This design comes from an exercise in tuning for small area, a short achievable clock period and few clock cycles on the open sky130 flow, not from production work. Where RTL was checked, it was by simulation tests only, not by an equivalence proof against the original. Only the layout flow was run in runs 2 and 5 to 7; the RTL was not checked for function there.

**flow/config.mk**
```make
export PLATFORM = sky130hd
export DESIGN_NAME = binimg_cq
export DESIGN_NICKNAME = binimg_cq
export VERILOG_FILES = /design/flow/design.v
export SDC_FILE = /design/flow/constraint.sdc
export NUM_CORES = 4
export LEC_CHECK = 0
export CAP_MARGIN = 20
export CORE_MARGIN = 2
export CORE_UTILIZATION = 40
export SLEW_MARGIN = 20
```
**flow/design.v**
```verilog
module bq_rca #(parameter W = 8) (
    input  wire [W-1:0] a,
    input  wire [W-1:0] b,
    input  wire         ci,
    output wire [W-1:0] s,
    output wire         co
);
    wire [W:0] c;
    assign c[0] = ci;
    genvar i;
    generate
        for (i = 0; i < W; i = i + 1) begin : g_bit
            assign s[i]   = a[i] ^ b[i] ^ c[i];
            assign c[i+1] = (a[i] & b[i]) | (c[i] & (a[i] ^ b[i]));
        end
    endgenerate
    assign co = c[W];
endmodule
module bq_lut (
    input  wire [3:0] i,
    output wire [8:0] deg
);
    localparam [143:0] LUTV = {9'd310, 9'd289, 9'd269, 9'd248, 9'd227, 9'd207, 9'd186, 9'd165,
                               9'd145, 9'd124, 9'd103, 9'd83, 9'd62, 9'd41, 9'd21, 9'd0};
    reg [8:0] d;
    integer   j;
    always @(*) begin
        d = 9'd0;
        for (j = 0; j < 16; j = j + 1)
            if (i == j) d = d | LUTV[j*9 +: 9];
    end
    assign deg = d;
endmodule
module bq_g17 (
    input  wire [4:0] x,
    output wire [3:0] y
);
    localparam [127:0] G17V = {56'd0, 4'd15, 4'd14, 4'd13, 4'd12, 4'd11, 4'd10, 4'd9, 4'd8,
                               4'd7, 4'd7, 4'd6, 4'd5, 4'd4, 4'd3, 4'd2, 4'd1, 4'd0, 4'd0};
    reg [3:0] t;
    integer   j;
    always @(*) begin
        t = 4'd0;
        for (j = 0; j < 18; j = j + 1)
            if (x == j) t = t | G17V[j*4 +: 4];
    end
    assign y = t;
endmodule
module bq_r2q (
    input  wire [7:0] r,
    input  wire [7:0] g,
    input  wire [7:0] b,
    output wire       gray,
    output reg  [4:0] k,
    output reg  [3:0] idx
);
    wire [7:0] unused0, unused1, unused2;
    wire rg, rb, gb;                 
    bq_rca #(8) u_rg (.a(r), .b(~g), .ci(1'b1), .s(unused0), .co(rg));
    bq_rca #(8) u_rb (.a(r), .b(~b), .ci(1'b1), .s(unused1), .co(rb));
    bq_rca #(8) u_gb (.a(g), .b(~b), .ci(1'b1), .s(unused2), .co(gb));
    wire secR = rg & rb;             
    wire secG = ~rg & gb;            
    wire [7:0] cmax = rg ? (rb ? r : b) : (gb ? g : b);
    wire [7:0] cmin = rg ? (gb ? b : g) : (rb ? b : r);
    wire [7:0] cmed = secR ? (gb ? g : b) : secG ? (rb ? r : b) : (rg ? r : g);
    wire [7:0] dd, ff;
    wire [8:0] sm;
    wire       c0, c1;
    bq_rca #(8) u_dd (.a(cmax), .b(~cmin), .ci(1'b1), .s(dd), .co(c0));
    bq_rca #(8) u_ff (.a(cmed), .b(~cmin), .ci(1'b1), .s(ff), .co(c1));
    bq_rca #(8) u_sm (.a(cmax), .b(cmin), .ci(1'b0), .s(sm[7:0]), .co(sm[8]));
    assign gray = (dd == 8'd0);
    wire       neg = secR ? ~gb : secG ? rb : ~rg;
    wire [2:0] m = secR ? 3'd2 : secG ? (neg ? 3'd1 : 3'd3) : (neg ? 3'd0 : 3'd4);
    wire [9:0] md_a;
    wire       md_c;
    bq_rca #(9) u_md (.a(m[1] ? {dd, 1'b0} : 9'd0), .b(m[0] ? {1'b0, dd} : 9'd0), .ci(1'b0),
                      .s(md_a[8:0]), .co(md_c));
    wire [9:0] md = m[2] ? {dd, 2'd0} : {md_c, md_a[8:0]};
    wire [11:0] f15;
    wire        c2;
    bq_rca #(12) u_f15 (.a({ff, 4'd0}), .b(~{4'd0, ff}), .ci(1'b1), .s(f15), .co(c2));
    wire [12:0] u1;
    wire        c3;
    bq_rca #(13) u_u1 (.a({1'b0, f15}), .b(~{3'd0, md}), .ci(1'b1), .s(u1), .co(c3));
    wire [10:0] d5;
    wire        c4;
    bq_rca #(10) u_d5 (.a({dd, 2'd0}), .b({2'd0, dd}), .ci(1'b0), .s(d5[9:0]), .co(d5[10]));
    wire [15:0] vv;
    wire        c5;
    bq_rca #(16) u_vv (.a({u1, 3'd0}), .b(~{5'd0, d5}), .ci(neg), .s(vv), .co(c5));
    wire [13:0] d41;
    wire [11:0] d9;
    wire        c7;
    bq_rca #(11) u_d9 (.a({dd, 3'd0}), .b({3'd0, dd}), .ci(1'b0), .s(d9[10:0]), .co(d9[11]));
    bq_rca #(14) u_d41 (.a({1'b0, dd, 5'd0}), .b({2'd0, d9}), .ci(1'b0), .s(d41), .co(c7));
    wire [14:0] w1, w2;
    wire        ge1, ge2;           
    bq_rca #(15) u_t1 (.a(vv[14:0]), .b(~{1'b0, d41}), .ci(1'b1), .s(w1), .co(ge1));
    bq_rca #(15) u_t2 (.a(vv[14:0]), .b(~{d41, 1'b0}), .ci(1'b1), .s(w2), .co(ge2));
    wire t0 = vv[15];
    wire t1 = ~ge1;
    wire t2 = ~ge2;
    wire [1:0] cnt = t0 ? 2'd3 : t1 ? 2'd2 : t2 ? 2'd1 : 2'd0;
    always @(*) begin
        if (secR) idx = neg ? 4'd15 : 4'd3 - cnt;
        else if (secG) idx = neg ? 4'd3 + cnt : 4'd9 - cnt;
        else idx = neg ? 4'd9 + cnt : 4'd15 - cnt;
    end
    always @(*) begin
        if (sm <= 9'd45) k = 5'd1;
        else if (sm <= 9'd75) k = 5'd2;
        else if (sm <= 9'd105) k = 5'd3;
        else if (sm <= 9'd135) k = 5'd4;
        else if (sm <= 9'd165) k = 5'd5;
        else if (sm <= 9'd195) k = 5'd6;
        else if (sm <= 9'd225) k = 5'd7;
        else if (sm <= 9'd255) k = 5'd8;
        else if (sm <= 9'd285) k = 5'd9;
        else if (sm <= 9'd315) k = 5'd10;
        else if (sm <= 9'd345) k = 5'd11;
        else if (sm <= 9'd375) k = 5'd12;
        else if (sm <= 9'd405) k = 5'd13;
        else if (sm <= 9'd435) k = 5'd14;
        else if (sm <= 9'd465) k = 5'd15;
        else k = 5'd16;
    end
endmodule
module bq_q2r (
    input  wire        s,
    input  wire        ls,
    input  wire [4:0]  ln,
    input  wire [8:0]  hue,
    output reg  [23:0] rgb
);
    wire       lwr = ls ? (ln[4:3] == 2'd0 || ln == 5'd8) : (ln[4:3] == 2'd0);    
    wire [4:0] ln2d = {ln[3:0], 1'b0} + (ls ? 5'd15 : 5'd17);                     
    wire [4:0] y  = s ? (lwr ? {ln[3:0], 1'b0} : ln2d) : ln;
    wire [7:0] uy;
    wire       c0;
    bq_rca #(8) u_uy (.a({y[3:0], 4'd0}), .b(ls ? ~{4'd0, y[3:0]} : {4'd0, y[3:0]}), .ci(ls), .s(uy), .co(c0));
    wire [7:0] uy2 = {uy[7:4] - {3'd0, y[4]}, uy[3:0]};    
    wire [7:0] v_hi = (s & ~lwr) ? 8'd255 : uy2;
    wire [7:0] v_lo = (s & lwr) ? 8'd0 : uy2;
    wire [3:0] h = s ? (lwr ? ln[3:0] : (ls ? 4'd1 : 4'd15) - ln[3:0]) : 4'd0;    
    wire a60  = hue >= 9'd60,  a120 = hue >= 9'd120, a180 = hue >= 9'd180, a240 = hue >= 9'd240,
         a300 = hue >= 9'd300, a360 = hue >= 9'd360, a420 = hue >= 9'd420, a480 = hue >= 9'd480;
    wire [5:0] mlow = a420 ? 6'd32 : a300 ? 6'd40 : a180 ? 6'd48 : a60 ? 6'd56 : 6'd0;  
    wire       above = a480 | (a360 & ~a420) | (a240 & ~a300) | (a120 & ~a180) | ~a60;
    wire [5:0] df, tt;
    wire       c1, c2;
    bq_rca #(6) u_df (.a(hue[5:0]), .b(~mlow), .ci(1'b1), .s(df), .co(c1));
    bq_rca #(6) u_tt (.a(above ? df : ~df), .b(6'd0), .ci(~above), .s(tt), .co(c2));
    wire [8:0] pa = (h[0] ? {3'd0, tt} : 9'd0) + (h[1] ? {2'd0, tt, 1'b0} : 9'd0)
                  + (h[2] ? {1'd0, tt, 2'b0} : 9'd0);
    wire [9:0] pp = h[3] ? {1'b0, tt, 3'd0} : {1'b0, pa};
    wire [9:0] yy = {pp[8:0], 1'b0} + (pp[0] ? 10'd15 : 10'd0);
    wire [7:0] dm = pp[8:1] + (ls ? 5'd0 : yy / 10'd30);
    wire [7:0] v_md = v_lo + dm;
    always @(*) begin
        if (~a60)       rgb = {v_hi, v_md, v_lo};
        else if (~a120) rgb = {v_md, v_hi, v_lo};
        else if (~a180) rgb = {v_lo, v_hi, v_md};
        else if (~a240) rgb = {v_lo, v_md, v_hi};
        else if (~a300) rgb = {v_md, v_lo, v_hi};
        else            rgb = {v_hi, v_lo, v_md};
    end
endmodule
module bq_enc (
    input  wire [15:0] q,
    input  wire [3:0]  g17,         
    output wire [7:0]  pix,
    output wire        lz,
    output wire        nomatch
);
    wire       s  = q[15];
    wire       ls = q[14];
    wire [4:0] ln = q[13:9];
    wire [8:0] hue = q[8:0];
    localparam [63:0] LO15V = {4'd1, 4'd0, 4'd15, 4'd14, 4'd12, 4'd11, 4'd10, 4'd9,
                               4'd8, 4'd7, 4'd6, 4'd5, 4'd3, 4'd2, 4'd1, 4'd0};
    reg  [3:0] lo15;                                    
    integer    j;
    always @(*) begin
        lo15 = 4'd0;
        for (j = 0; j < 16; j = j + 1)
            if (ln[3:0] == j) lo15 = lo15 | LO15V[j*4 +: 4];
    end
    wire [3:0] lo = ls ? ln[3:0] : lo15;
    wire [3:0] hg = ls ? g17 : ln[3:0];
    reg  [3:0] idx;
    reg        found;
    integer    i;
    localparam [143:0] LUTV = {9'd310, 9'd289, 9'd269, 9'd248, 9'd227, 9'd207, 9'd186, 9'd165,
                               9'd145, 9'd124, 9'd103, 9'd83, 9'd62, 9'd41, 9'd21, 9'd0};
    always @(*) begin
        idx = 4'd0;
        found = 1'b0;
        for (i = 0; i < 16; i = i + 1)
            if (hue == LUTV[i*9 +: 9]) begin
                idx = idx | i[3:0];
                found = 1'b1;
            end
    end
    assign pix = s ? {idx, lo} : {hg, 4'd0};
    assign lz = s & (lo == 4'd0);
    assign nomatch = s & ~found;
endmodule
module bq_pre (
    input  wire [31:0] cmd,
    output wire [2:0]  op3
);
    wire [3:0]  opc = cmd[31:28];
    wire [23:0] opd = cmd[23:0];
    wire        ill = (cmd[27:24] != 4'd0) | (opc == 4'd0) | opc[3]
                    | (((opc == 4'd1) | (opc == 4'd6)) & (opd[23:8] != 16'd0))
                    | (((opc == 4'd2) | (opc == 4'd4)) & (opd[23:16] != 8'd0))
                    | ((opc == 4'd7) & (opd[23:4] != 20'd0));
    assign op3 = ill ? 3'd0 : opc[2:0];
endmodule
module bq_core (
    input  wire [2:0]  op3,
    input  wire [23:0] op,
    output wire        st_ill,      
    output wire        st_qr,       
    output wire        f_lz,
    output wire        f_nm,
    output wire        f_gray,
    output wire [23:0] res,
    output wire        rgba_en,     
    output wire        gb_en        
);
    wire op_dec = (op3 == 3'd1), op_enc = (op3 == 3'd2), op_r2q = (op3 == 3'd3),
         op_q2r = (op3 == 3'd4), op_pck = (op3 == 3'd5), op_upk = (op3 == 3'd6),
         op_lut = (op3 == 3'd7);
    assign st_ill = (op3 == 3'd0);
    wire       r_gray;
    wire [4:0] kk;
    wire [3:0] ridx;
    bq_r2q u_r2q (.r(op[23:16]), .g(op[15:8]), .b(op[7:0]), .gray(r_gray), .k(kk), .idx(ridx));
    wire [3:0] h4 = op[7:4];
    wire [3:0] l4 = op[3:0];
    wire       dgray = (l4 == 4'd0);
    wire [8:0] lut_h4, lut_b;
    bq_lut u_lut_h4 (.i(h4), .deg(lut_h4));
    bq_lut u_lut_b (.i(op_lut ? l4 : ridx), .deg(lut_b));
    wire [8:0] hue_d = lut_h4 & ~{9{dgray}};           
    wire [8:0] hue_b = lut_b & ~{9{~op_lut & r_gray}};   
    wire       e_s  = op[15];
    wire       e_ls = op[14];
    wire [4:0] e_ln = op[13:9];
    wire [3:0] g17;
    bq_g17 u_g17 (.x(op_pck ? kk : e_ln), .y(g17));
    wire [7:0] e_pix;
    wire       e_lz, e_nm;
    bq_enc u_enc (.q(op[15:0]), .g17(g17), .pix(e_pix), .lz(e_lz), .nomatch(e_nm));
    wire       rerr = e_ln[4] & (~e_ls | (e_ln[3:1] != 3'd0));     
    wire [7:0] p_byte = r_gray ? {g17, 4'd0} : {ridx, kk[3:0]};
    wire       q_s   = op_upk ? ~dgray : e_s;
    wire       q_ls  = op_upk ? ~dgray : e_ls;
    wire [4:0] q_ln  = op_upk ? {1'b0, dgray ? h4 : l4} : e_ln;
    wire [8:0] q_hue = op_upk ? hue_d : op[8:0];
    wire [23:0] q_rgb;
    bq_q2r u_q2r (.s(q_s), .ls(q_ls), .ln(q_ln), .hue(q_hue), .rgb(q_rgb));
    assign st_qr = (op_enc | op_q2r) & rerr;
    wire ok = ~st_ill & ~st_qr;
    assign f_gray = ok & ((op_dec & dgray) | (op_enc & ~e_s) | ((op_r2q | op_pck) & r_gray)
                        | ((op_q2r | op_upk) & ~q_s));
    assign f_lz = ok & ((op_enc & e_lz) | (op_pck & ~r_gray & kk[4]));
    assign f_nm = ok & op_enc & e_nm;
    assign rgba_en = ok & (op_q2r | op_upk);
    assign gb_en = op_q2r | op_upk;
    wire [6:0] q16_hi = op_r2q ? {~r_gray, 1'b1, kk} : {~dgray, ~dgray, 1'b0, dgray ? h4 : l4};
    assign res = {24{ok}} & (
          ({24{op_dec}} & {8'd0, q16_hi, hue_d})
        | ({24{op_r2q}} & {8'd0, q16_hi, hue_b})
        | ({24{op_lut}} & {15'd0, hue_b})
        | ({24{op_enc}} & {16'd0, e_pix})
        | ({24{op_pck}} & {16'd0, p_byte})
        | ({24{op_q2r | op_upk}} & q_rgb));
endmodule
module binimg_cq (
    input  wire        clk,
    input  wire        rst,
    input  wire        cmd_valid,
    output wire        cmd_ready,
    input  wire [31:0] cmd_word,
    output wire        rsp_valid,
    input  wire        rsp_ready,
    output wire [31:0] rsp_word,
    output wire [63:0] rsp_rgba16
);
    reg        vi, vo, vo2;
    reg [26:0] ireg;           
    reg [30:0] oreg, oreg2;    
    wire [2:0] pre_op3;
    bq_pre u_pre (.cmd(cmd_word), .op3(pre_op3));
    wire        c_ill, c_qr, c_lz, c_nm, c_gray, c_rgba, c_gb;
    wire [23:0] c_res;
    bq_core u_core (.op3(ireg[26:24]), .op(ireg[23:0]), .st_ill(c_ill), .st_qr(c_qr),
                    .f_lz(c_lz), .f_nm(c_nm), .f_gray(c_gray), .res(c_res),
                    .rgba_en(c_rgba), .gb_en(c_gb));
    wire [30:0] c_word = {c_gb, c_rgba, c_ill, c_qr, c_lz, c_nm, c_gray, c_res};
    assign cmd_ready  = ~(vi & vo2);
    assign rsp_valid  = vo;
    assign rsp_word   = {2'b00, oreg[27], oreg[28], 1'b0, oreg[26:0]};
    assign rsp_rgba16 = {oreg[23:16], oreg[23:16], {2{oreg[15:8] & {8{oreg[30]}}}},
                         {2{oreg[7:0] & {8{oreg[30]}}}}, {16{oreg[29]}}};
    wire o_free = ~vo | rsp_ready;        
    wire acc    = cmd_valid & cmd_ready;
    always @(posedge clk) begin
        if (acc) ireg <= {pre_op3, cmd_word[23:0]};
        if (o_free) oreg <= vo2 ? oreg2 : c_word;
        if (~vo2 | o_free) oreg2 <= c_word;
        if (rst) begin
            vi <= 1'b0; vo <= 1'b0; vo2 <= 1'b0;
        end else begin
            vi  <= acc | (vi & vo2 & ~o_free);
            vo  <= ~o_free | vo2 | vi;
            vo2 <= (~o_free & (vo2 | vi)) | (vo2 & vi);
        end
    end
endmodule
```
**flow/flow/run.sh**
```bash
#!/bin/bash
# Standard ORFS layout with two changes to how it is made (the constraint file is unchanged):
#  - ports are buffered with the plain sky130 buffer instead of the delay buffer ORFS picks;
#  - the timing repair steps aim for a shorter clock period than the constraint's.
set -euo pipefail
bash standard.sh "BUFFER_PORTS_ARGS=-buffer_cell sky130_fd_sc_hd__buf_1" SETUP_SLACK_MARGIN=46.5 TNS_END_PERCENT=0 finish > standard_flow.log 2>&1
```
**flow/standard.sh**
```bash
#!/bin/bash
# synth_recipe.tcl (not shown) runs the flow's synth.tcl, then flattens the netlist and writes it again
# the make line also repeats each setting of config.mk as NAME=value (left out here)
make -C /OpenROAD-flow-scripts/flow DESIGN_CONFIG=/design/flow/config.mk WORK_HOME=/design/flow/orfs CLKGATE_MAP_FILE= SYNTH_SCRIPT=/design/flow/synth_recipe.tcl "${@:-finish}"
```
**flow/constraint.sdc**
```tcl
create_clock -name core_clock -period 60.0 [get_ports {clk}]
set_input_delay 12.0000 -clock core_clock [delete_from_list [all_inputs] [get_ports {clk}]]
set_output_delay 12.0000 -clock core_clock [all_outputs]
set_load 0.01 [all_outputs]
```
==> flow_summary.ini, run 1 <==
[grt]
grt_max_degree = 48
grt_pass1_wl_um = 65400
track_usage_pct = 22.3
grt_overflow = 0
antenna_found_initial = 0
first_global_vias = 11800

[critical_path]
startpoint_type = register
crit_required_ns = 48.00
path_class = reg -> out
ff2ff_setup_slack_ns = 47.06
critPathCaptureType = output port
arrival_ns = 1.37
crit_slowest_cell = buf_4
cp_slowest_stage_delay_ns = 0.42
path_max_fanout = 47
critical_path.cell_chain = buf_4 -> nand2_1 -> buf_1

[detailed_routing]
vias_per_cell = 5.97
met2WireLength_um = 17600
wl_per_cell_um = 19.2
antenna_left = 0
drt_iter0_drc = 1206
vias = 12900
m1WireLength_um = 19700
routed.top_layer = met4
drc_errors = 0
wl_um = 41400
drt_first_pass_iters = 5
wl_met3_um = 3440

[synthesis]
yosys-top-cells-count = 154 x nand2_1, 140 x inv_1, 123 x nor2_1
synth.cell_area_sq_um = 14200
synth.ff_latch_count = 92
yosys_warnings = 6
synth_edf_count = 89
yosysMostFrequentCell = nand2_1
yosys-top-cells-area = edfxtp_1 19%, fa_1 11%, ha_1 10%
synthArstFlopShare_pct = 0
synth-main-ff-cell = edfxtp_1
seq_area_frac_synth_pct = 19.3
yosysTopAreaCellShare_pct = 18.8
synth_cell_types = 110
syn-mean-instance-area_sq_um = 8.47
netlist_instances = 1675
synth_top_area_cell = edfxtp_1

[timing]
hold_viol = 0
rsz0062_at_grt = true
slew_violations = 0
min_period_ns = 13.37
finClkSkew_ns = 0.0150
finalSetupViolations = 0
whs_ns = 0.519
fin_crit_sh_pct = 22.3
fmax_ghz = 0.0748
finalSetupTns_ns = 0
slew_headroom_pct = 27.7
worst_slew_pin_slew_ns = 1.08

[finish]
diodes = 0
syn2layout_area_growth_pct = 5.86
layout.nets = 1929
drive_gt1_share_pct = 8.76

[placed_design]
io_buffers = 130
dp.final_hpwl_um = 32500
place_congestion = 0.935

[clock_tree]
clkSlewWorstSetupHoldPaths_ns = 0.07
cts_buffer_depth = 2
cts_sinks = 92
htree_levels = 3
tritoncts = done
numCtsBuffers = 9
root_buffer = clkbuf_16
insertion_delay_ns = 0.36

[floorplanning]
die_w_um = 192
initial_core_util_pct = 40.9
fp.dieH_um = 192
die-area_sq_um = 37000
rows = 68
io_pins = 134
core_sq_um = 34700

[flow_run]
max_cap_violations = 0

[status]
outcome = complete, no violations

[worst_hold_path]
hp-class = reg -> reg
## registers in the layout, indices dropped and copies added, names as in the netlist
name,cells
oreg2,31
oreg,31
ireg,27
vi,1
vo,1
vo2,1
## worst paths after layout
path	from	endpoint	cells past startpoint
worst max-delay path	vo2	cmd_ready	3
worst max register to register	ireg[1]	oreg[1]	47
worst min register to register	vi	vo2	2
worst min-delay path	vi	vo2	2
## layer usage
metal / GRT usage, % / up-vias
met4: 4.35 / 0
met3: 3.69 / 73
li1: - / 6025
met2: 33.9 / 655
met1: 33.2 / 6113
met5: 0 / -
## placed cells by master (no fill, tap or decap), types with 34 or more instances in the layout
master,Yosys,layout
buf_1,2,130
fa_1,80,80
edfxtp_1,89,89
o21ai_0,95,91
a21oi_1,86,85
ha_1,117,117
nor2_1,123,120
and2_1,34,34
nand2_1,154,154
nor3_1,48,48
inv_1,140,139
## critical path: cells and delay by family, from the launching register on
family | cells | cell delay, ns
DFF | 1 | 0.31
buffers and inverters | 2 | 0.57
and+or+nand+nor | 1 | 0.12
## cells by family after synthesis
kind of cell,Yosys count,share of synthesized area [%]
XOR/XNOR,52,3.21
adder cells (fa/ha/maj),201,21.9
flip-flops,92,19.3
AO/OA/AOI/OAI,467,23.3
multiplexers,41,3.13
other,1,0.0264
AND/OR/NAND/NOR,521,18.4
buffers and inverters,300,10.8
## per-stage QoR
stage	utilization [%]	cells	cell area, sq um	setup slack (ns)
after floorplan	-	1677	14200	46.69
after global placement	41.6	2129	14500	46.53
after detailed placement	41.6	2129	14500	46.46
after CTS	42.6	2145	14800	46.49
after global routing	43.3	2156	15000	46.39
final	43.3	2156	15000	46.63
## repair_timing
| action | CTS | global route |
|---|---|---|
| endpoints found under the setup margin | 2 | 26 |
| resized for setup | 1 | 29 |
| pin swaps | 0 | 1 |
| setup buffers | 0 | 10 |
| cloned | 0 | 1 |
| hold buffers | 0 | 0 |
| hold endpoints to repair | 0 | 0 |
## final cells by class
class,instances,area [sq um]
clock inverter,7,115
inverter,143,541
sequential,92,2730
timing repair buffer,164,763
clock buffer,9,225
tap,455,569
multi-input combinational,1286,10100
fill,3473,19700
Testbench counts, summed over its fixed seeds: cycles 80,016.
==> run 2: changes to the inputs <==
--- a/flow/design.v
+++ b/flow/design.v
@@ -312,3 +312,3 @@
     always @(posedge clk) begin
-        if (acc) ireg <= {pre_op3, cmd_word[23:0]};
+        if (cmd_ready) ireg <= {pre_op3, cmd_word[23:0]};    
         if (o_free) oreg <= vo2 ? oreg2 : c_word;
--- a/flow/flow/run.sh
+++ b/flow/flow/run.sh
@@ -5,2 +5,2 @@
 set -euo pipefail
-bash standard.sh "BUFFER_PORTS_ARGS=-buffer_cell sky130_fd_sc_hd__buf_1" SETUP_SLACK_MARGIN=46.5 TNS_END_PERCENT=0 finish > standard_flow.log 2>&1
+bash standard.sh "BUFFER_PORTS_ARGS=-buffer_cell sky130_fd_sc_hd__buf_1" SETUP_SLACK_MARGIN=47 TNS_END_PERCENT=0 finish > standard_flow.log 2>&1
--- a/flow/config.mk
+++ b/flow/config.mk
@@ -7,2 +7,3 @@
 export LEC_CHECK = 0
+export ABC_AREA = 1
 export CAP_MARGIN = 20
==> flow_summary.ini, run 2 <==
[detailed_routing]
drc_errors = 0
wl_um = 39000
antenna_left = 0
vias_per_cell = 5.23
vias = 12600
drt_first_pass_iters = 6
drt_iter0_drc = 1300
wl_per_cell_um = 16.2

[synthesis]
seq_area_frac_synth_pct = 20.1
yosys_warnings = 6
yosys-top-cells-count = 471 x nand2_1, 329 x inv_1, 135 x nor2_1
syn-mean-instance-area_sq_um = 7.11
yosysMostFrequentCell = nand2_1
synth.cell_area_sq_um = 13600
yosys-top-cells-area = edfxtp_1 20%, nand2_1 13%, fa_1 12%
synth-main-ff-cell = edfxtp_1
synthArstFlopShare_pct = 0
synth_top_area_cell = edfxtp_1
synth.ff_latch_count = 92
synth_cell_types = 66
netlist_instances = 1915
yosysTopAreaCellShare_pct = 19.6
synth_edf_count = 89

[grt]
antenna_found_initial = 1
track_usage_pct = 22.1
use_met2_pct = 34.8
first_global_vias = 11700
use_met1_pct = 32.1
grt_max_degree = 34
grt_pass1_wl_um = 62700
gr-usage-met3_pct = 2.74
grt_overflow = 0
grt.busiest_layer = met2

[clock_tree]
clkSlewWorstSetupHoldPaths_ns = 0.07
cts_buffer_depth = 2
numCtsBuffers = 9
cts_sinks = 92
holdBufCountCts = 0
htree_levels = 3
insertion_delay_ns = 0.37
tritoncts = done
root_buffer = clkbuf_16

[finish]
n_fill_cell = 3521
reg_top3 = oreg2 x31, oreg x31, ireg x27
syn2layout_area_growth_pct = 6.59
final_cell_mix = 464 x nand2_1, 326 x inv_1, 135 x nor2_1
layout.nets = 2188
drive_gt1_share_pct = 6.38
multi_input_area_sq_um = 8810
layout_commonest_cell = nand2_1
register_area_sq_um = 2740

[timing]
slew_headroom_pct = 33.1
post-route-worst-setup-slack_ns = 46.84
rsz0062_at_grt = true
finClkSkew_ns = 0.0150
finalSetupViolations = 0
min_period_ns = 13.16
fin_crit_sh_pct = 21.9
fmax_ghz = 0.0760
finalSetupTns_ns = 0
worst_slew_pin_slew_ns = 0.995
hold_viol = 0
slew_violations = 0

[critical_path]
crit_required_ns = 48.00
startpoint_type = register
critPathCaptureType = output port
path_class = reg -> out
arrival_ns = 1.16
path_max_fanout = 7

[floorplanning]
core_sq_um = 33500
initial_core_util_pct = 40.6
io_pins = 134
rows = 67
die_w_um = 188
die-area_sq_um = 35500
fp.dieH_um = 188

[worst_hold_path]
hp-class = reg -> reg

[placed_design]
place_congestion = 0.959
dp.final_hpwl_um = 31100
pre_cts_ws_ns = 46.62
io_buffers = 130

[status]
outcome = complete, no violations

[flow_run]
max_cap_violations = 0
==> run 2: changes by cell type in the layout (fill, tap and decap cells not counted), sizes merged, moves of 24 or more <==
cell / delta
nand2: +327
inv: +206
nand3: +61
o21ai: +44
a21o: -32
and2: -30
nor3: -25
mux2: -24
==> run 2: worst max-delay path, stage by stage, from the launching register on <==
cell and delay (ns):
edfxtp_1 0.42, buf_6 0.16, nand2_2 0.05, inv_1 0.04
buf_2 0.13
==> run 2: repair_timing <==
item | 4_1_cts | 5_1_grt
endpoints found under the setup margin | 49 | 75
gates resized for setup | 14 | 32
buffers inserted | 8 | 4
cloned | 3 | 0
==> run 2: stage by stage <==
step | hold slack (ns) | instance area, sq um | util [%] | instances
2_1_floorplan | 0.460 | 13600 | - | 1917
3_3_place_gp | 0.493 | 13900 | 41.5 | 2377
3_5_place_dp | 0.498 | 13900 | 41.5 | 2377
4_1_cts | 0.521 | 14400 | 42.9 | 2404
5_1_grt | 0.543 | 14500 | 43.3 | 2408
6_report | 0.517 | 14500 | 43.3 | 2409
==> run 2: area by class of cell <==
| type | instances | area share, % |
|---|---|---|
| clock buffer | 10 | 1.58 |
| antenna | 1 | 0.0173 |
| tap | 448 | 3.86 |
| clock inverter | 6 | 0.414 |
| sequential | 92 | 18.9 |
| timing repair buffer | 150 | 5.28 |
| inverter | 355 | 9.26 |
| multi-input combinational | 1347 | 60.7 |
==> run 2: final timing paths <==
kind,startpoint,endpoint,slack (ns),cells after the start
max,oreg[30],rsp_rgba16[37],46.84,4
min,oreg2[11],oreg[11],0.52,2
max reg2reg,ireg[9],oreg[1],47.66,58
min reg2reg,oreg2[11],oreg[11],0.52,2
==> run 2: layer usage <==
metal  part of all wire [%]  routed length [um]
met5                      0                   0
met4                    2.1                 828
met1                     47               18300
met3                    6.5                2550
met2                     44               17200
==> run 2: kinds of logic after synthesis <==
logic type / after synthesis / share of synthesized area (%)
other: 1 / 0.0276
adder cells (fa/ha/maj): 197 / 22.5
AO/OA/AOI/OAI: 329 / 14.4
XOR/XNOR: 40 / 2.68
flip-flops: 92 / 20.1
buffers and inverters: 478 / 15.7
AND/OR/NAND/NOR: 778 / 24.5
==> run 3: changes to the inputs <==
--- a/flow/design.v
+++ b/flow/design.v
@@ -213,9 +213,4 @@
 );
-    wire [3:0]  opc = cmd[31:28];
-    wire [23:0] opd = cmd[23:0];
-    wire        ill = (cmd[27:24] != 4'd0) | (opc == 4'd0) | opc[3]
-                    | (((opc == 4'd1) | (opc == 4'd6)) & (opd[23:8] != 16'd0))
-                    | (((opc == 4'd2) | (opc == 4'd4)) & (opd[23:16] != 8'd0))
-                    | ((opc == 4'd7) & (opd[23:4] != 20'd0));
-    assign op3 = ill ? 3'd0 : opc[2:0];
+    wire bad = (cmd[27:24] != 4'd0) | cmd[31];
+    assign op3 = bad ? 3'd0 : cmd[30:28];
 endmodule
@@ -236,3 +231,6 @@
          op_lut = (op3 == 3'd7);
-    assign st_ill = (op3 == 3'd0);
+    assign st_ill = (op3 == 3'd0)
+                  | ((op3 == 3'd1 | op3 == 3'd6) & (op[23:8] != 16'd0))
+                  | ((op3 == 3'd2 | op3 == 3'd4) & (op[23:16] != 8'd0))
+                  | ((op3 == 3'd7) & (op[23:4] != 20'd0));
     wire       r_gray;
@@ -265,3 +263,3 @@
     bq_q2r u_q2r (.s(q_s), .ls(q_ls), .ln(q_ln), .hue(q_hue), .rgb(q_rgb));
-    assign st_qr = (op_enc | op_q2r) & rerr;
+    assign st_qr = ~st_ill & (op_enc | op_q2r) & rerr;
     wire ok = ~st_ill & ~st_qr;
@@ -272,3 +270,3 @@
     assign rgba_en = ok & (op_q2r | op_upk);
-    assign gb_en = op_q2r | op_upk;
+    assign gb_en = op_q2r | op_upk;                     
     wire [6:0] q16_hi = op_r2q ? {~r_gray, 1'b1, kk} : {~dgray, ~dgray, 1'b0, dgray ? h4 : l4};
@@ -293,14 +291,14 @@
 );
-    reg        vi, vo, vo2;
-    reg [26:0] ireg;           
-    reg [30:0] oreg, oreg2;    
+    reg        vi, vs, vo, rdy;
+    reg [26:0] ireg, sreg;     
+    reg [30:0] oreg;           
     wire [2:0] pre_op3;
     bq_pre u_pre (.cmd(cmd_word), .op3(pre_op3));
+    wire [26:0] cur = vs ? sreg : ireg;
     wire        c_ill, c_qr, c_lz, c_nm, c_gray, c_rgba, c_gb;
     wire [23:0] c_res;
-    bq_core u_core (.op3(ireg[26:24]), .op(ireg[23:0]), .st_ill(c_ill), .st_qr(c_qr),
+    bq_core u_core (.op3(cur[26:24]), .op(cur[23:0]), .st_ill(c_ill), .st_qr(c_qr),
                     .f_lz(c_lz), .f_nm(c_nm), .f_gray(c_gray), .res(c_res),
                     .rgba_en(c_rgba), .gb_en(c_gb));
-    wire [30:0] c_word = {c_gb, c_rgba, c_ill, c_qr, c_lz, c_nm, c_gray, c_res};
-    assign cmd_ready  = ~(vi & vo2);
+    assign cmd_ready  = rdy;
     assign rsp_valid  = vo;
@@ -310,13 +308,17 @@
     wire o_free = ~vo | rsp_ready;        
-    wire acc    = cmd_valid & cmd_ready;
+    wire acc    = cmd_valid & rdy;
+    wire vs_n = (~o_free & (vs | vi)) | (vs & vi);    
+    wire vi_n = acc | (vi & vs & ~o_free);
+    wire vo_n = ~o_free | vs | vi;
     always @(posedge clk) begin
-        if (cmd_ready) ireg <= {pre_op3, cmd_word[23:0]};    
-        if (o_free) oreg <= vo2 ? oreg2 : c_word;
-        if (~vo2 | o_free) oreg2 <= c_word;
+        if (rdy) ireg <= {pre_op3, cmd_word[23:0]};
+        if (~vs | o_free) sreg <= ireg;
+        if (o_free) oreg <= {c_gb, c_rgba, c_ill, c_qr, c_lz, c_nm, c_gray, c_res};
         if (rst) begin
-            vi <= 1'b0; vo <= 1'b0; vo2 <= 1'b0;
+            vi <= 1'b0; vs <= 1'b0; vo <= 1'b0; rdy <= 1'b1;
         end else begin
-            vi  <= acc | (vi & vo2 & ~o_free);
-            vo  <= ~o_free | vo2 | vi;
-            vo2 <= (~o_free & (vo2 | vi)) | (vo2 & vi);
+            vi  <= vi_n;
+            vs  <= vs_n;
+            vo  <= vo_n;
+            rdy <= ~(vi_n & vs_n);
         end
--- a/flow/config.mk
+++ b/flow/config.mk
@@ -11,2 +11,3 @@
 export CORE_UTILIZATION = 40
+export CTS_BUF_LIST = sky130_fd_sc_hd__clkbuf_4 sky130_fd_sc_hd__clkbuf_8
 export SLEW_MARGIN = 20
==> flow_summary.ini, run 3 <==
[synthesis]
synth_edf_count = 85
synth_cell_types = 68
synth-main-ff-cell = edfxtp_1
netlist_instances = 1867
synthArstFlopShare_pct = 0
synth_top_area_cell = edfxtp_1
synth.cell_area_sq_um = 13500
yosysTopAreaCellShare_pct = 18.9
yosys-top-cells-area = edfxtp_1 19%, fa_1 12%, nand2_1 11%
seq_area_frac_synth_pct = 19.5
yosys-top-cells-count = 397 x nand2_1, 310 x inv_1, 146 x nor2_1
synth.ff_latch_count = 89
yosysMostFrequentCell = nand2_1
syn-mean-instance-area_sq_um = 7.24
yosys_warnings = 6

[floorplanning]
fp.dieH_um = 188
rows = 67
initial_core_util_pct = 40.4
die_w_um = 188
io_pins = 134
core_sq_um = 33400
die-area_sq_um = 35300

[timing]
rsz0062_at_grt = true
fmax_ghz = 0.0755
worst_slew_pin_slew_ns = 0.904
hold_viol = 0
slew_headroom_pct = 39.2
fin_crit_sh_pct = 22.1
min_period_ns = 13.24
finClkSkew_ns = 0.0178
slew_violations = 0
finalSetupViolations = 0
whs_ns = 0.458
finalSetupTns_ns = 0

[grt]
grt_pass1_wl_um = 59700
grt_max_degree = 33
track_usage_pct = 21.0
antenna_found_initial = 0
grt_overflow = 0
first_global_vias = 11400

[detailed_routing]
vias_per_cell = 5.20
wl_um = 37000
wl_per_cell_um = 15.6
drt_iter0_drc = 1113
drt_first_pass_iters = 6
drc_errors = 0
antenna_left = 0
vias = 12300

[clock_tree]
htree_levels = 3
tritoncts = done
holdBufCountCts = 0
numCtsBuffers = 9
cts_buffer_depth = 2
clkSlewWorstSetupHoldPaths_ns = 0.10
root_buffer = clkbuf_8
cts_sinks = 89
insertion_delay_ns = 0.43

[critical_path]
cp_slowest_stage_delay_ns = 0.43
crit_buf_inv = 3
path_max_fanout = 16
path_class = reg -> out
crit_family = flip-flops
arrival_ns = 1.24
critical_path.cell_chain = buf_12 -> nand2_1 -> inv_1 -> buf_1
startpoint_type = register
crit_slowest_cell = edfxtp_1
ff2ff_setup_slack_ns = 47.70
r2r_cells = 52
r2r-end = oreg[7]
critPathCaptureType = output port
crit_required_ns = 48.00
r2r-start = vs

[placed_design]
dp.final_hpwl_um = 29700
io_buffers = 130
place_congestion = 0.979

[finish]
layout.nets = 2143
largest_reg_flops = 31
final_core_utilization_pct = 42.5
reg_top3 = oreg x31, ireg x27, sreg x27
drive_gt1_share_pct = 8.25
final_cell_mix = 393 x nand2_1, 307 x inv_1, 144 x nor2_1
syn2layout_area_growth_pct = 5.16
diodes = 0
layout_commonest_cell = nand2_1
regMostFlops = oreg

[flow_run]
max_cap_violations = 0

[worst_hold_path]
hp-class = reg -> reg
whs_endpoint = sreg[10]
worst_hold_startpoint = ireg[10]
whs_path_depth = 0

[status]
outcome = complete, no violations
==> run 3: changes by cell type after synthesis, moves of 6 or more <==
cell,change
clkinv_1,-6
inv_1,-19
nand2_1,-74
nand3_1,-8
nor2_1,+11
nor3_1,-6
o211ai_1,-14
o21ai_2,+11
o221ai_1,+6
or2_2,+13
==> run 3: layout make-up <==
| cell class | count | area, sq um |
|---|---|---|
| clock buffers | 9 | 124 |
| well taps | 448 | 561 |
| fillers | 3443 | 19200 |
| inverters | 336 | 1280 |
| repair inverters | 3 | 17.5 |
| clock inverters | 7 | 81.3 |
| flip-flops and latches | 89 | 2630 |
| repair buffers | 148 | 641 |
| multi-input cells | 1323 | 8880 |
==> run 3: kinds of logic (layout without fill, tap and decap cells) <==
family,after synthesis,after routing,synth area share (%)
xor+xnor,36,36,2.44
flops,89,89,19.5
other cells,1,3,0.0277
simple gates,727,727,23.6
buf+inv,457,503,15.2
fa+ha+maj,197,197,22.7
compound gates,360,360,16.6
==> run 3: worst register-to-register path, delay by kind of cell (launching register included) <==
| family | cells | cell delay [ns] |
|---|---|---|
| DFF | 1 | 0.34 |
| AOI/OAI and AO/OA | 4 | 1.40 |
| and+or+nand+nor | 20 | 2.12 |
| buffers and inverters | 9 | 1.48 |
| adders and majority gates | 19 | 6.76 |
==> run 3: worst max-delay path by stage <==
stage | slack [ns] | to | start | depth (start not counted)
after floorplan | 46.38 | rdy | rsp_ready | 6
after global placement | 45.79 | rdy | rsp_ready | 7
after detailed placement | 45.73 | rdy | rsp_ready | 7
after CTS | 46.72 | rsp_rgba16[45] | oreg[30] | 4
after global routing | 46.67 | rsp_rgba16[26] | oreg[30] | 4
final | 46.76 | rsp_rgba16[45] | oreg[30] | 4
==> run 3: per-stage QoR <==
stage,std cells,worst slack [ns],instance area [sq um]
after floorplan,1869,46.38,13600
after global placement,2336,45.79,13900
after detailed placement,2336,45.73,13900
after CTS,2355,46.72,14100
after global routing,2363,46.67,14200
final,2363,46.76,14200
==> run 3: metal layers <==
metal  GRT usage [%]  up-vias  routed length, um
li1                -     6103                  -
met1            31.7     5659              18000
met2            31.5      485              15500
met3            2.60       45               2710
met4            5.91        0                770
met5               0        -                  0
==> run 3: repair_timing <==
item,in CTS,in global routing
setup endpoints to repair,111,144
gates resized for setup,1,16
pin swaps,0,2
gates cloned,1,2
buffers inserted,2,6
Testbench counts of run 3, summed over its fixed seeds: cycles 80,016.
==> run 4: changes to the inputs <==
--- a/flow/config.mk
+++ b/flow/config.mk
@@ -11,3 +11,2 @@
 export CORE_UTILIZATION = 40
-export CTS_BUF_LIST = sky130_fd_sc_hd__clkbuf_4 sky130_fd_sc_hd__clkbuf_8
 export SLEW_MARGIN = 20
==> flow_summary.ini, run 4 <==
[status]
outcome = complete, no violations

[synthesis]
synthArstFlopShare_pct = 0
yosysTopAreaCellShare_pct = 18.9
synth-simple-area-share_pct = 23.6
synth_top_area_cell = edfxtp_1
netlist_instances = 1867
synthAdderAreaFrac_pct = 22.7
synth_edf_count = 85
synth.cell_area_sq_um = 13500
synth.area.mux_share_pct = 0
yosys-top-cells-area = edfxtp_1 19%, fa_1 12%, nand2_1 11%
yosys-top-cells-count = 397 x nand2_1, 310 x inv_1, 146 x nor2_1
yosys_warnings = 6
synth-main-ff-cell = edfxtp_1
synth_cell_types = 68
yosysMostFrequentCell = nand2_1
synth.ff_latch_count = 89
syn-mean-instance-area_sq_um = 7.24
synth_compound_area_share_pct = 16.6
seq_area_frac_synth_pct = 19.5
synth_top_family_by_area = simple AND/OR/NAND/NOR gates
synth_xor_area_share_pct = 2.44

[detailed_routing]
vias = 12300
wl_per_cell_um = 15.6
drt_iter0_drc = 967
antenna_left = 0
drc_errors = 0
wl_um = 37000
vias_per_cell = 5.20
drt_first_pass_iters = 5

[timing]
finClkSkew_ns = 0.0109
hold_viol = 0
slew_headroom_pct = 39.0
fmax_ghz = 0.0758
worst_slew_pin_slew_ns = 0.907
fin_crit_sh_pct = 22.0
slew_violations = 0
finalSetupViolations = 0
rsz0062_at_grt = true
min_period_ns = 13.19
finalSetupTns_ns = 0
whs_ns = 0.452

[grt]
gr-usage-met3_pct = 2.62
use_met1_pct = 31.8
first_global_vias = 11400
antenna_found_initial = 0
use_met2_pct = 31.8
grt_pass1_wl_um = 59900
grt_max_degree = 33
track_usage_pct = 21.1
grt_overflow = 0
grt.busiest_layer = met1

[floorplanning]
rows = 67
die-area_sq_um = 35300
die_w_um = 188
core_sq_um = 33400
fp.dieH_um = 188
io_pins = 134
initial_core_util_pct = 40.4

[flow_run]
max_cap_violations = 0

[critical_path]
critPathCaptureType = output port
crit_required_ns = 48.00
r2r-start = vs
r2r-end = oreg[7]
startpoint_type = register
arrival_ns = 1.19
ff2ff_setup_slack_ns = 47.67
r2r_cells = 68
path_max_fanout = 16
path_class = reg -> out

[clock_tree]
cts_buffer_depth = 2
htree_levels = 3
numCtsBuffers = 9
insertion_delay_ns = 0.38
tritoncts = done
root_buffer = clkbuf_16
cts_sinks = 89
clkSlewWorstSetupHoldPaths_ns = 0.07

[worst_hold_path]
hp-class = reg -> reg
whs_path_depth = 0
whs_endpoint = sreg[10]
worst_hold_startpoint = ireg[10]

[finish]
layout_commonest_cell = nand2_1
final_core_utilization_pct = 42.9
reg_top3 = oreg x31, ireg x27, sreg x27
drive_gt1_share_pct = 8.29
largest_reg_flops = 31
syn2layout_area_growth_pct = 6.14
regMostFlops = oreg
diodes = 0
layout.nets = 2145
final_cell_mix = 393 x nand2_1, 307 x inv_1, 144 x nor2_1

[placed_design]
place_congestion = 0.979
dp.final_hpwl_um = 29700
io_buffers = 130
run 4: cell types whose count changed in the layout (fill, tap and decap cells not counted), sizes merged:
cell    before  now
buf        147  150
clkbuf      10    9
run 4: worst max path at each step:
stage,cells past startpoint,slack (ns),endpoint,startpoint
6_report,4,46.81,rsp_rgba16[45],oreg[30]
4_1_cts,2,46.76,cmd_ready,rdy
5_1_grt,4,46.74,rsp_rgba16[26],oreg[30]
3_5_place_dp,7,45.73,rdy,rsp_ready
2_1_floorplan,6,46.38,rdy,rsp_ready
3_3_place_gp,7,45.79,rdy,rsp_ready
run 4: what timing repair did:
action                                  in CTS  in global routing
setup buffers                                2                  8
pin swaps                                    0                  2
resized for setup                            2                 18
endpoints found under the setup margin     110                 89
hold buffers                                 0                  0
gates cloned                                 2                  1
run 4: cell families after synthesis:
logic type,count (synthesis)
buffers and inverters,457
AND/OR/NAND/NOR,727
adder cells (fa/ha/maj),197
flip-flops,89
other,1
AO/OA/AOI/OAI,360
XOR/XNOR,36
run 4: worst max-delay path: stages (launching register included):
cell and delay, ns:
edfxtp_1 0.41, buf_12 0.17, nand2_1 0.07, inv_1 0.05, buf_1 0.12
run 4: per-stage QoR:
stage	std cells	instance area (sq um)	worst slack, ns
after floorplan	1869	13600	46.38
after global placement	2336	13900	45.79
after detailed placement	2336	13900	45.73
after CTS	2356	14200	46.76
after global routing	2365	14300	46.74
final	2365	14300	46.81
run 4: routing by layer:
metal  vias to the layer above  routed length, um
met1                      5688              18400
li1                       6113                  -
met3                        42               2330
met2                       452              15600
met5                         -                  0
met4                         0                668
run 4: area by class of cell:
| class | count | area (sq um) |
|---|---|---|
| inverter | 336 | 1290 |
| clock buffer | 9 | 225 |
| tap | 448 | 561 |
| sequential | 89 | 2630 |
| multi-input combinational | 1323 | 8880 |
| timing repair inverter | 3 | 20.0 |
| clock inverter | 7 | 81.3 |
| timing repair buffer | 150 | 658 |
| fill | 3434 | 19100 |
==> run 5: changes to the inputs <==
--- a/flow/design.v
+++ b/flow/design.v
@@ -291,4 +291,4 @@
 );
-    reg        vi, vs, vo, rdy;
-    reg [26:0] ireg, sreg;     
+    reg        va, vb, h, vo, rdy;
+    reg [26:0] areg, breg;     
     reg [30:0] oreg;           
@@ -296,3 +296,3 @@
     bq_pre u_pre (.cmd(cmd_word), .op3(pre_op3));
-    wire [26:0] cur = vs ? sreg : ireg;
+    wire [26:0] cur = h ? breg : areg;
     wire        c_ill, c_qr, c_lz, c_nm, c_gray, c_rgba, c_gb;
@@ -307,18 +307,21 @@
                          {2{oreg[7:0] & {8{oreg[30]}}}}, {16{oreg[29]}}};
-    wire o_free = ~vo | rsp_ready;        
+    wire any    = va | vb;
+    wire tgt    = any ? ~h : h;               
+    wire o_free = ~vo | rsp_ready;            
     wire acc    = cmd_valid & rdy;
-    wire vs_n = (~o_free & (vs | vi)) | (vs & vi);    
-    wire vi_n = acc | (vi & vs & ~o_free);
-    wire vo_n = ~o_free | vs | vi;
+    wire take   = o_free & any;               
+    wire va_n   = (va & ~(take & ~h)) | (acc & ~tgt);
+    wire vb_n   = (vb & ~(take & h)) | (acc & tgt);
     always @(posedge clk) begin
-        if (rdy) ireg <= {pre_op3, cmd_word[23:0]};
-        if (~vs | o_free) sreg <= ireg;
+        if (rdy & ~tgt) areg <= {pre_op3, cmd_word[23:0]};
+        if (rdy & tgt)  breg <= {pre_op3, cmd_word[23:0]};
         if (o_free) oreg <= {c_gb, c_rgba, c_ill, c_qr, c_lz, c_nm, c_gray, c_res};
         if (rst) begin
-            vi <= 1'b0; vs <= 1'b0; vo <= 1'b0; rdy <= 1'b1;
+            va <= 1'b0; vb <= 1'b0; h <= 1'b0; vo <= 1'b0; rdy <= 1'b1;
         end else begin
-            vi  <= vi_n;
-            vs  <= vs_n;
-            vo  <= vo_n;
-            rdy <= ~(vi_n & vs_n);
+            va  <= va_n;
+            vb  <= vb_n;
+            h   <= h ^ take;
+            vo  <= ~o_free | any;
+            rdy <= ~(va_n & vb_n);
         end
==> flow_summary.ini, run 5 <==
[critical_path]
crit_slowest_cell = edfxtp_1
path_class = reg -> out
cp-endpoint = rsp_rgba16[31]
r2r-start = h
path_max_fanout = 9
cp_slowest_stage_delay_ns = 0.41
r2r_cells = 62
critical_path.cell_chain = buf_6 -> nand2_1 -> inv_1 -> clkbuf_2
ff2ff_setup_slack_ns = 47.64
crit_required_ns = 48.00
crit_buf_inv = 3
arrival_ns = 1.16
critPathLaunch = oreg[30]
critPathCaptureType = output port
crit_family = flip-flops
startpoint_type = register
r2r-end = oreg[1]
worst-path-stages = 4

[synthesis]
synth_top_family_by_area = simple AND/OR/NAND/NOR gates
yosys-top-cells-area = edfxtp_1 19%, fa_1 12%, nand2_1 11%
synth_edf_count = 85
synth_top_area_cell = edfxtp_1
netlist_instances = 1895
synth_compound_area_share_pct = 15.9
synth_cell_types = 71
synth-main-ff-cell = edfxtp_1
synth.cell_area_sq_um = 13600
synth-simple-area-share_pct = 23.7
synthAdderAreaFrac_pct = 22.6
seq_area_frac_synth_pct = 19.5
synthArstFlopShare_pct = 0
yosys_warnings = 6
yosysMostFrequentCell = nand2_1
yosys-top-cells-count = 412 x nand2_1, 320 x inv_1, 155 x nor2_1
syn-mean-instance-area_sq_um = 7.19
synth.area.mux_share_pct = 0.147
synth_xor_area_share_pct = 2.67
yosysTopAreaCellShare_pct = 18.7
synth.ff_latch_count = 90

[detailed_routing]
vias = 12400
drc_errors = 0
wl_per_cell_um = 16.2
drt_first_pass_iters = 6
vias_per_cell = 5.20
wl_um = 38700
antenna_left = 0
drt_iter0_drc = 1211

[grt]
grt_max_degree = 33
grt_pass1_wl_um = 61700
first_global_vias = 11600
track_usage_pct = 21.6
grt_overflow = 0
antenna_found_initial = 0

[clock_tree]
numCtsBuffers = 9
root_buffer = clkbuf_16
cts_sinks = 90
holdBufCountCts = 0
htree_levels = 3
tritoncts = done
insertion_delay_ns = 0.37
clkSlewWorstSetupHoldPaths_ns = 0.07
cts_buffer_depth = 2

[worst_hold_path]
whs_path_depth = 3
hp-class = reg -> reg
worst_hold_startpoint = vb

[finish]
largest_reg_flops = 31
reg_top3 = oreg x31, areg x27, breg x27
diodes = 0
layout.nets = 2168
final_cell_mix = 405 x nand2_1, 319 x inv_1, 153 x nor2_1
syn2layout_area_growth_pct = 6.00
layout_commonest_cell = nand2_1
n_fill_cell = 3517
drive_gt1_share_pct = 8.20
regMostFlops = oreg

[timing]
fin_crit_sh_pct = 21.9
whs_ns = 0.533
finalSetupViolations = 0
rsz0062_at_grt = true
hold_viol = 0
slew_headroom_pct = 27.1
finalSetupTns_ns = 0
min_period_ns = 13.16
slew_violations = 0
worst_slew_pin_slew_ns = 1.07
fmax_ghz = 0.0760
finClkSkew_ns = 0.0161

[floorplanning]
die_w_um = 189
fp.dieH_um = 189
io_pins = 134
core_sq_um = 33500
initial_core_util_pct = 40.6
rows = 67
die-area_sq_um = 35600

[placed_design]
dp.final_hpwl_um = 31000
io_buffers = 130
place_congestion = 0.934

[status]
outcome = complete, no violations

[flow_run]
max_cap_violations = 0
==> run 5: changes by cell type after synthesis, moves of 9 or more <==
cell,delta
inv_1,+10
o211ai_1,+11
nand2_1,+15
o21ai_0,-16
nor2_1,+9
nand3_1,-9
==> run 5: worst reg2reg max path, delay by kind of cell, from the launching register on <==
family / cells / cell delay, ns
adders and majority gates: 20 / 6.89
and+or+nand+nor: 28 / 2.76
buffers and inverters: 10 / 1.46
AOI/OAI and AO/OA: 4 / 0.57
DFF: 1 / 0.40
==> run 5: worst min-delay path by stage <==
stage | to | slack [ns]
final | rdy | 0.53
after global routing | rdy | 0.59
after CTS | rdy | 0.54
after detailed placement | rdy | 0.52
after global placement | rdy | 0.53
after floorplan | rdy | 0.50
==> run 5: per-layer routing <==
layer	part of all wire (%)	global-route usage [%]	wire length (um)
met5	0	0	0
met4	1.8	5.44	714
met3	5.8	2.10	2230
met2	46	34.5	17700
met1	47	31.3	18100
==> run 5: logic make-up after synthesis <==
| logic type | count (synthesis) |
|---|---|
| buf+inv | 471 |
| fa+ha+maj | 198 |
| other cells | 1 |
| mux | 2 |
| simple gates | 746 |
| compound gates | 348 |
| flops | 90 |
| xor+xnor | 39 |
==> run 5: what timing repair did <==
item | CTS | global route
gates resized for setup | 0 | 42
pin swaps | 0 | 0
cloned | 0 | 1
setup endpoints to repair | 49 | 61
setup buffers | 2 | 0
==> run 5: stage by stage <==
stage / cells / cell area (sq um) / worst slack, ns / util [%]
2_1_floorplan: 1897 / 13600 / 46.91 / -
3_3_place_gp: 2368 / 14000 / 46.81 / 41.7
5_1_grt: 2387 / 14400 / 46.77 / 43.1
4_1_cts: 2386 / 14300 / 46.84 / 42.7
3_5_place_dp: 2368 / 14000 / 46.82 / 41.7
6_report: 2387 / 14400 / 46.84 / 43.1
==> run 5: layout make-up <==
cell class                      instances  area [sq um]  area share [%]
Sequential cell                        90          2650            18.4
Clock buffer                           10           239            1.65
Tap cell                              448           561            3.88
Timing Repair Buffer                  143           612            4.24
Timing Repair inverter                  1          5.00          0.0346
Multi-Input combinational cell       1336          8940            61.9
Inverter                              353          1350            9.35
Clock inverter                          6          81.3           0.563
==> run 6: changes to the inputs <==
--- a/flow/config.mk
+++ b/flow/config.mk
@@ -10,3 +10,3 @@
 export CORE_MARGIN = 2
-export CORE_UTILIZATION = 40
+export CORE_UTILIZATION = 60
 export SLEW_MARGIN = 20
==> flow_summary.ini, run 6 <==
[timing]
min_period_ns = 13.17
rsz0062_at_grt = true
slew_violations = 0
fin_crit_sh_pct = 22.0
fmax_ghz = 0.0759
whs_ns = 0.548
worst_slew_pin_slew_ns = 0.962
finalSetupViolations = 0
finalSetupTns_ns = 0
finClkSkew_ns = 0.0100
hold_viol = 0
slew_headroom_pct = 35.7

[placed_design]
place_congestion = 1.02
io_buffers = 130
placed_cells = 2204
dp.final_hpwl_um = 29600
dpl-instance-area_sq_um = 13800

[finish]
syn2layout_area_growth_pct = 4.67
largest_reg_flops = 31
regMostFlops = oreg
layout_commonest_cell = nand2_1
diodes = 0
postLayoutCellArea_sq_um = 14300
instances_no_fill = 2230
drive_gt1_share_pct = 8.33
layout.nets = 2174
reg_top3 = oreg x31, areg x27, breg x27
final_cell_mix = 407 x nand2_1, 317 x inv_1, 153 x nor2_1

[worst_hold_path]
worst_hold_startpoint = vb
whs_endpoint = rdy
whs_path_depth = 3
hp-class = reg -> reg

[critical_path]
r2r-start = h
startpoint_type = register
crit_buf_inv = 3
crit_required_ns = 48.00
ff2ff_setup_slack_ns = 47.74
crit_family = flip-flops
critical_path.cell_chain = buf_12 -> nand2_1 -> inv_1 -> clkbuf_2
r2r-end = oreg[1]
path_max_fanout = 16
crit_slowest_cell = edfxtp_1
path_class = reg -> out
arrival_ns = 1.17
cp_slowest_stage_delay_ns = 0.42
critPathCaptureType = output port
r2r_cells = 60

[synthesis]
synth.ff_latch_count = 90
netlist_instances = 1895
synth_top_area_cell = edfxtp_1
seq_area_frac_synth_pct = 19.5
yosysMostFrequentCell = nand2_1
synthArstFlopShare_pct = 0
yosys_warnings = 6
yosys-top-cells-count = 412 x nand2_1, 320 x inv_1, 155 x nor2_1
yosysTopAreaCellShare_pct = 18.7
synth_cell_types = 71
synth-main-ff-cell = edfxtp_1
yosys-top-cells-area = edfxtp_1 19%, fa_1 12%, nand2_1 11%
syn-mean-instance-area_sq_um = 7.19
synth_edf_count = 85
synth.cell_area_sq_um = 13600

[detailed_routing]
vias = 12500
drt_first_pass_iters = 6
wl_um = 36800
drt_iter0_drc = 1188
vias_per_cell = 5.61
drc_errors = 0
antenna_left = 0
wl_per_cell_um = 16.5

[grt]
grt_overflow = 0
track_usage_pct = 31.0
first_global_vias = 11700
grt_pass1_wl_um = 59200
grt_max_degree = 33
antenna_found_initial = 0

[floorplanning]
rows = 55
initial_core_util_pct = 60.7
io_pins = 134
die-area_sq_um = 23900
fp.dieH_um = 155
die_w_um = 155
core_sq_um = 22400

[status]
outcome = complete, no violations

[clock_tree]
insertion_delay_ns = 0.36
cts_buffer_depth = 2
root_buffer = clkbuf_16
tritoncts = done
cts_sinks = 90
clkSlewWorstSetupHoldPaths_ns = 0.08
numCtsBuffers = 9
htree_levels = 3

[flow_run]
max_cap_violations = 0
run 6: cell count changes in the layout (fill, tap and decap cells not counted), sizes merged:
| cell | delta |
|---|---|
| clkinvlp | +2 |
| inv | -1 |
| clkbuf | -8 |
| buf | +13 |
run 6: per-layer routing:
metal | routed length, um | GRT usage [%] | vias up
met5 | 0 | 0 | -
met4 | 1150 | 10.5 | 0
met3 | 3320 | 5.63 | 96
met2 | 15700 | 47.7 | 578
met1 | 16700 | 44.3 | 5671
li1 | - | - | 6173
run 6: timing repair:
action                     4_1_cts  5_1_grt
buffers inserted                 1        8
resized for setup                1       32
hold buffers                     0        0
setup endpoints to repair       49       68
cloned                           0        1
pin swaps                        0        1
run 6: stage by stage:
| step | util, % | setup WS, ns |
|---|---|---|
| floorplan | - | 46.91 |
| global placement | 61.4 | 46.84 |
| detailed placement | 61.4 | 46.83 |
| CTS | 62.9 | 46.81 |
| global route | 63.6 | 46.77 |
| finish | 63.6 | 46.83 |
run 6: cells by family after synthesis:
logic type,Yosys count,share of synthesized area (%)
DFF,90,19.5
buffers and inverters,471,15.6
other,1,0.0275
adders and majority gates,198,22.6
AOI/OAI and AO/OA,348,15.9
xor gates and xnor gates,39,2.67
muxes,2,0.147
and+or+nand+nor,746,23.7
run 6: worst max-delay path by stage:
stage	start	to	slack, ns	cells past startpoint
final	oreg[30]	rsp_rgba16[33]	46.83	4
after global routing	h	oreg[7]	46.77	77
after CTS	oreg[30]	rsp_rgba16[33]	46.81	4
after detailed placement	rsp_ready	oreg[25]	46.83	3
after global placement	rsp_ready	oreg[25]	46.84	3
after floorplan	oreg[30]	rsp_rgba16[28]	46.91	5
run 6: cell type report:
class | count | area (sq um)
Sequential cell | 90 | 2650
Clock buffer | 9 | 225
Multi-Input combinational cell | 1336 | 8920
Tap cell | 285 | 357
Inverter | 353 | 1350
Fill cell | 2056 | 8170
Timing Repair Buffer | 149 | 658
Timing Repair inverter | 1 | 5.00
Clock inverter | 7 | 96.3
run 6: worst reg2reg max path: cells and delay by family, from the launching register on:
kind,cells,cell delay (ns)
adders and majority gates,19,6.69
AOI/OAI and AO/OA,4,0.90
and+or+nand+nor,25,2.15
buffers and inverters,12,1.89
DFF,1,0.36
==> run 7: changes to the inputs <==
--- a/flow/flow/run.sh
+++ b/flow/flow/run.sh
@@ -5,2 +5,2 @@
 set -euo pipefail
-bash standard.sh "BUFFER_PORTS_ARGS=-buffer_cell sky130_fd_sc_hd__buf_1" SETUP_SLACK_MARGIN=47 TNS_END_PERCENT=0 finish > standard_flow.log 2>&1
+bash standard.sh "BUFFER_PORTS_ARGS=-buffer_cell sky130_fd_sc_hd__buf_1" SETUP_SLACK_MARGIN=47 TNS_END_PERCENT=0 RECOVER_POWER=100 finish > standard_flow.log 2>&1
--- a/flow/config.mk
+++ b/flow/config.mk
@@ -10,3 +10,3 @@
 export CORE_MARGIN = 2
-export CORE_UTILIZATION = 60
+export CORE_UTILIZATION = 40
 export SLEW_MARGIN = 20
==> flow_summary.ini, run 7 <==
[finish]
reg_top3 = oreg x31, areg x27, breg x27
register_area_sq_um = 2650
final_core_utilization_pct = 42.6
drive_gt1_share_pct = 6.19
largest_reg_flops = 31
regMostFlops = oreg
layout_commonest_cell = nand2_1
final_cell_mix = 413 x nand2_1, 323 x inv_1, 154 x nor2_1
multi_input_area_sq_um = 8840
layout.nets = 2168
n_fill_cell = 3544
syn2layout_area_growth_pct = 4.85
diodes = 0

[floorplanning]
io_pins = 134
initial_core_util_pct = 40.6
fp.dieH_um = 189
rows = 67
die-area_sq_um = 35600
core_sq_um = 33500
die_w_um = 189

[status]
outcome = complete, but fails checks
so.violations = max-capacitance violations, max-slew violations

[clock_tree]
clkSlewWorstSetupHoldPaths_ns = 0.07
root_buffer = clkbuf_16
cts_sinks = 90
numCtsBuffers = 9
cts_buffer_depth = 2
htree_levels = 3
tritoncts = done
holdBufCountCts = 0
insertion_delay_ns = 0.37

[timing]
hold_viol = 0
slew_violations = 121
min_period_ns = 16.94
fmax_ghz = 0.0590
finalSetupViolations = 0
worst_slew_pin_slew_ns = 1.82
rsz0062_at_grt = true
finClkSkew_ns = 0.0146
slew_headroom_pct = -21.1
fin_crit_sh_pct = 28.2
finalSetupTns_ns = 0

[critical_path]
startpoint_type = register
path_class = reg -> reg
crit_slowest_cell = clkbuf_1
r2r_cells = 73
critPathMostFrequentCell = nand2_1
cp_slowest_stage_delay_ns = 1.33
critPathLaunch = h
arrival_ns = 17.02
path_max_fanout = 31
crit_required_ns = 60.08
critPathCaptureType = register
r2r-start = h
ff2ff_setup_slack_ns = 43.06
r2r-end = oreg[7]

[worst_hold_path]
whs_endpoint = rdy
worst_hold_startpoint = vb
whs_path_depth = 3
hp-class = reg -> reg

[grt]
grt_overflow = 0
first_global_vias = 11600
antenna_found_initial = 0
grt_max_degree = 33
grt_pass1_wl_um = 61700
track_usage_pct = 21.6

[flow_run]
max_cap_violations = 4

[synthesis]
synth.cell_area_sq_um = 13600
synth_cell_types = 71
synth.ff_latch_count = 90
synth-main-ff-cell = edfxtp_1
yosys-top-cells-count = 412 x nand2_1, 320 x inv_1, 155 x nor2_1
yosys_warnings = 6
yosysTopAreaCellShare_pct = 18.7
netlist_instances = 1895
syn-mean-instance-area_sq_um = 7.19
synth_top_area_cell = edfxtp_1
seq_area_frac_synth_pct = 19.5
yosysMostFrequentCell = nand2_1
yosys-top-cells-area = edfxtp_1 19%, fa_1 12%, nand2_1 11%
synthArstFlopShare_pct = 0
synth_edf_count = 85

[placed_design]
io_buffers = 130
dp.final_hpwl_um = 31000
place_congestion = 0.934

[detailed_routing]
drt_iter0_drc = 1197
drt_first_pass_iters = 6
drc_errors = 0
vias = 12400
wl_um = 38600
wl_per_cell_um = 16.2
vias_per_cell = 5.19
antenna_left = 0
run 7: logic make-up (layout without fill, tap and decap cells):
| group | after synthesis | count (layout) | synth area share [%] |
|---|---|---|---|
| AO/OA/AOI/OAI | 348 | 348 | 15.9 |
| XOR/XNOR | 39 | 39 | 2.67 |
| adder cells (fa/ha/maj) | 198 | 198 | 22.6 |
| buffers and inverters | 471 | 513 | 15.6 |
| flip-flops | 90 | 90 | 19.5 |
| multiplexers | 2 | 2 | 0.147 |
| other | 1 | 3 | 0.0275 |
| AND/OR/NAND/NOR | 746 | 746 | 23.7 |
run 7: timing repair:
action | 4_1_cts | 5_1_grt
buffers inserted | 2 | 0
gates cloned | 0 | 1
setup endpoints to repair | 49 | 61
resized for setup | 0 | 42
run 7: per-layer routing:
metal	GRT usage (%)	up-vias	part of all wire (%)
met5	0	-	0
met4	5.44	0	2.0
met3	2.10	49	5.6
met2	34.5	447	45
met1	31.3	5733	47
li1	-	6150	-
run 7: worst max path at each step:
stage	to	slack, ns	cells after the start
3_3_place_gp	oreg[16]	46.81	3
5_1_grt	oreg[7]	41.51	73
6_report	oreg[7]	43.06	73
4_1_cts	rsp_rgba16[22]	46.84	4
2_1_floorplan	rsp_rgba16[28]	46.91	5
3_5_place_dp	oreg[26]	46.82	3
run 7: worst max-delay path, delay by kind of cell (launching register included):
kind	cells	cell delay [ns]
fa+ha+maj	9	2.82
flops	1	0.37
compound gates	14	3.19
simple gates	27	4.51
xor+xnor	8	1.92
buf+inv	15	3.81
run 7: layout make-up:
class,count,share of cell area [%]
multi-input cells,1336,61.9
flip-flops and latches,90,18.6
inverters,353,9.45
well taps,448,3.92
repair buffers,143,3.91
clock buffers,10,1.67
clock inverters,6,0.569
repair inverters,1,0.0350
run 7: metrics by stage:
stage / cells / setup slack, ns / hold slack, ns / area, sq um
after floorplan: 1897 / 46.91 / 0.498 / 13600
final: 2387 / 43.06 / 0.533 / 14300
after detailed placement: 2368 / 46.82 / 0.520 / 14000
after global routing: 2387 / 41.51 / 0.594 / 14300
after CTS: 2386 / 46.84 / 0.540 / 14300
after global placement: 2368 / 46.81 / 0.528 / 14000

## what the ideal ports hide
The flow's constraints put no driver on any port. The routed layouts listed below were extracted and timed again, unchanged, in two steps. Step 1 (the two cells are an assumption about what drives the block):
set clk [get_ports {clk}]
set_driving_cell -lib_cell sky130_fd_sc_hd__clkbuf_16 $clk
set_driving_cell -lib_cell sky130_fd_sc_hd__buf_2 [delete_from_list [all_inputs] $clk]
Step 2 times the ports against the registers' clock, not the clock port: input delays grow and output delays shrink by t, the midpoint of the rising clock arrivals with the driver on. Three values: ideal, step 1, step 2; two values: the first two.
run | t, ns | setup slack, ns | worst register clock-pin slew, ns | pins driven straight from the clock port
run 1 | 0.400 | 46.626 / 46.578 / 46.485 | 0.08 / 0.08 | 1
run 2 | 0.412 | 46.840 / 46.791 / 46.673 | 0.08 / 0.08 | 1
run 3 | 0.461 | 46.758 / 46.715 / 46.333 | 0.11 / 0.11 | 1
run 4 | 0.416 | 46.812 / 46.765 / 46.510 | 0.08 / 0.08 | 1
run 5 | 0.405 | 46.844 / 46.802 / 46.822 | 0.08 / 0.08 | 1
run 6 | 0.408 | 46.826 / 46.775 / 46.848 | 0.08 / 0.08 | 1
run 7 | 0.404 | 43.059 / 43.059 / 43.059 | 0.08 / 0.08 | 1
The setup slack of run 3, which loses most, moves by -0.043 ns with the drivers and by -0.425 ns with both steps.
